What follows belongs to an exercise in optimizing a design on an open flow for small area, a short achievable clock period and few clock cycles per item; a production flow would make more cautious choices.
The RTL was checked by simulation tests, not by an equivalence proof against the original design.
Power figures rest on the tool's default switching activity, not on a simulated workload.

// rng90_codec
module rng90_codec (
    input  wire        clk,
    input  wire        rst,
    input  wire        cmd_valid,
    output wire        cmd_ready,
    input  wire [7:0]  cmd_opcode,
    input  wire [7:0]  cmd_param1,
    input  wire [15:0] cmd_param2,
    input  wire [7:0]  cmd_len,
    input  wire        din_valid,
    output wire        din_ready,
    input  wire [7:0]  din_data,
    output wire        tx_valid,
    input  wire        tx_ready,
    output wire [7:0]  tx_data,
    output wire        tx_last,
    input  wire        rsp_valid,
    output wire        rsp_ready,
    input  wire [5:0]  rsp_cap,
    input  wire        rx_valid,
    output wire        rx_ready,
    input  wire [7:0]  rx_data,
    output wire        res_valid,
    input  wire        res_ready,
    output wire        res_ok,
    output wire [7:0]  res_count,
    output wire        pl_valid,
    input  wire        pl_ready,
    output wire [7:0]  pl_data,
    output wire        pl_last
);
For scale: roughly 1,200 cells after synthesis, about 450 flip-flops.
clock: 5.5 ns
lec_check: 0
abc_clock_period_in_ps: 2400
cap_margin: 20
core_margin: 2
core_utilization: 40
place_density: 0.6
setup_slack_margin: 3.1
slew_margin: 20
standard.sh (not shown) runs the stock make flow with config.mk's settings and CLKGATE_MAP_FILE= SYNTH_SCRIPT=/design/flow/synth_recipe.tcl, a recipe that flattens the netlist after the stock synthesis.
==> flow/flow/run.sh <==
#!/bin/bash
# The standard layout, with plain buffers on the ports (instead of the delay
# cells buffer_ports picks by default) and resizing not tied to footprints.
set -euo pipefail
bash standard.sh \
  "BUFFER_PORTS_ARGS=-buffer_cell sky130_fd_sc_hd__buf_2" \
  MATCH_CELL_FOOTPRINT=0 \
  finish > flow_make.log 2>&1
Testbench counts at the start, summed over its fixed seeds: cycles 38,851, items 2,080.
Then changed:
--- a/flow/flow/run.sh
+++ b/flow/flow/run.sh
@@ -3 +3,2 @@
-# cells buffer_ports picks by default) and resizing not tied to footprints.
+# cells buffer_ports picks by default), resizing not tied to footprints, and
+# a flatter clock tree (larger sink clusters, no dummy loads).
@@ -7,0 +9 @@
+  "CTS_ARGS=-sink_clustering_enable -repair_clock_nets -sink_clustering_size 24 -sink_clustering_max_diameter 80 -dont_use_dummy_load" \
Outcome: Total power is lower by about a fifth. Worst setup slack is better by 0.056 ns. Via count is lower by a few percent. Sequential cell count does not change. Final area is lower by a few percent. Die area stays the same. Count of clock-buffer cells in the layout is lower by 41. Combinational power is lower by a little under a tenth. Hold slack is worse by 0.0039 ns. Fmax is higher slightly.

========
rng90_codec, a different RTL version from the one above (not shown whole).
Size: ~1300 cells after synthesis, ~450 flip-flops, roughly 110 I/O pins, roughly 20000 um^2 of cells after synthesis.
export LEC_CHECK = 0
export ABC_CLOCK_PERIOD_IN_PS = 2500
export CAP_MARGIN = 20
export CORE_MARGIN = 2
export CORE_UTILIZATION = 40
export PLACE_DENSITY = 0.6
export SETUP_SLACK_MARGIN = 3.0
export SLEW_MARGIN = 20
create_clock -name core_clock -period 5.5 [get_ports {clk}]
==> flow/flow/run.sh <==
#!/bin/bash
# The standard layout, with plain buffers on the ports (instead of the delay
# cells buffer_ports picks by default) and resizing not tied to footprints.
set -euo pipefail
bash standard.sh \
  "BUFFER_PORTS_ARGS=-buffer_cell sky130_fd_sc_hd__buf_2" \
  MATCH_CELL_FOOTPRINT=0 \
  finish > flow_make.log 2>&1
The baseline finished with timing, DRC and antenna clean.
Testbench counts at the start, summed over its fixed seeds: cycles 38,851, items 2,080.
Change:
==> flow/run.sh (new file) <==
#!/bin/bash
# synth_recipe.tcl (not shown) runs the flow's synth.tcl, then flattens the netlist and writes it again
# the make line also repeats each setting of config.mk as NAME=value (left out here)
make -C /OpenROAD-flow-scripts/flow DESIGN_CONFIG=/design/flow/config.mk WORK_HOME=/design/flow/orfs CLKGATE_MAP_FILE= SYNTH_SCRIPT=/design/flow/synth_recipe.tcl finish
--- a/flow/config.mk
+++ b/flow/config.mk
@@ -7,3 +7,3 @@
 export LEC_CHECK = 0
-export ABC_CLOCK_PERIOD_IN_PS = 2500
+export ABC_CLOCK_PERIOD_IN_PS = 2300
 export CAP_MARGIN = 20
@@ -12,3 +12,3 @@
 export PLACE_DENSITY = 0.6
-export SETUP_SLACK_MARGIN = 3.0
+export SETUP_SLACK_MARGIN = 3.2
 export SLEW_MARGIN = 20
removed: flow/flow/run.sh
removed: flow/standard.sh
- power increases by 7.3%
- sequential cell count is unchanged
- combinational power increases by 27%
Change:
--- a/flow/config.mk
+++ b/flow/config.mk
@@ -7,3 +7,3 @@
 export LEC_CHECK = 0
-export ABC_CLOCK_PERIOD_IN_PS = 2300
+export ABC_CLOCK_PERIOD_IN_PS = 2500
 export CAP_MARGIN = 20
@@ -12,3 +12,3 @@
 export PLACE_DENSITY = 0.6
-export SETUP_SLACK_MARGIN = 3.2
+export SETUP_SLACK_MARGIN = 3.0
 export SLEW_MARGIN = 20
The changed run produced a clean layout.
Total power is lower by 6.2%.
Sequential share of layout area rose by 2.7 points.
Critical path depth goes down by 4.
Final cell count goes down by 2.5%.
Synthesized cell count stays the same.
Clock skew hardly moves.
First-iteration DRC count shrinks by 15%.
Cell area falls by 5.2%.
Via count shrinks by 3.9%.
Setup slack loses 130 ps.

port drivers added, routing unchanged:
The flow's constraints put no driver on any port. The routed layouts listed below were extracted and timed again, unchanged, in two steps.
Step 1 sets driving cells, clkbuf_16 on the clock port and buf_2 on the other inputs (assumed; they add their load-dependent delay and slew).
Step 2 times the ports against the registers' clock, not the clock port: input delays grow and output delays shrink by t, the midpoint of the rising clock arrivals with the driver on.
a / b / c = ideal / step 1 / step 2; a / b = the first two.
run | shift t [ns] | slack for setup (ns) | slew at the worst register clock pin (ns) | worst data-port slew with drivers (ns) | pins driven straight from the clock port
the first run of note 1 | 0.627 | 1.822 / 1.822 / 1.822 | 0.06 / 0.06 | 0.04 | 1
the second run of note 1 | 0.598 | 1.878 / 1.878 / 1.878 | 0.10 / 0.10 | 0.05 | 1
the first run of note 2 | 0.625 | 2.952 / 2.952 / 2.450 | 0.06 / 0.06 | 0.04 | 1
the second run of note 2 | 0.639 | 3.165 / 3.147 / 2.553 | 0.07 / 0.07 | 0.06 | 1
the third run of note 2 | 0.633 | 3.038 / 2.983 / 2.453 | 0.06 / 0.06 | 0.04 | 1
After both steps every run listed still meets setup and hold. The setup slack of the second run of note 2, which loses most, moves by -0.018 ns with the drivers and by -0.612 ns with both steps.
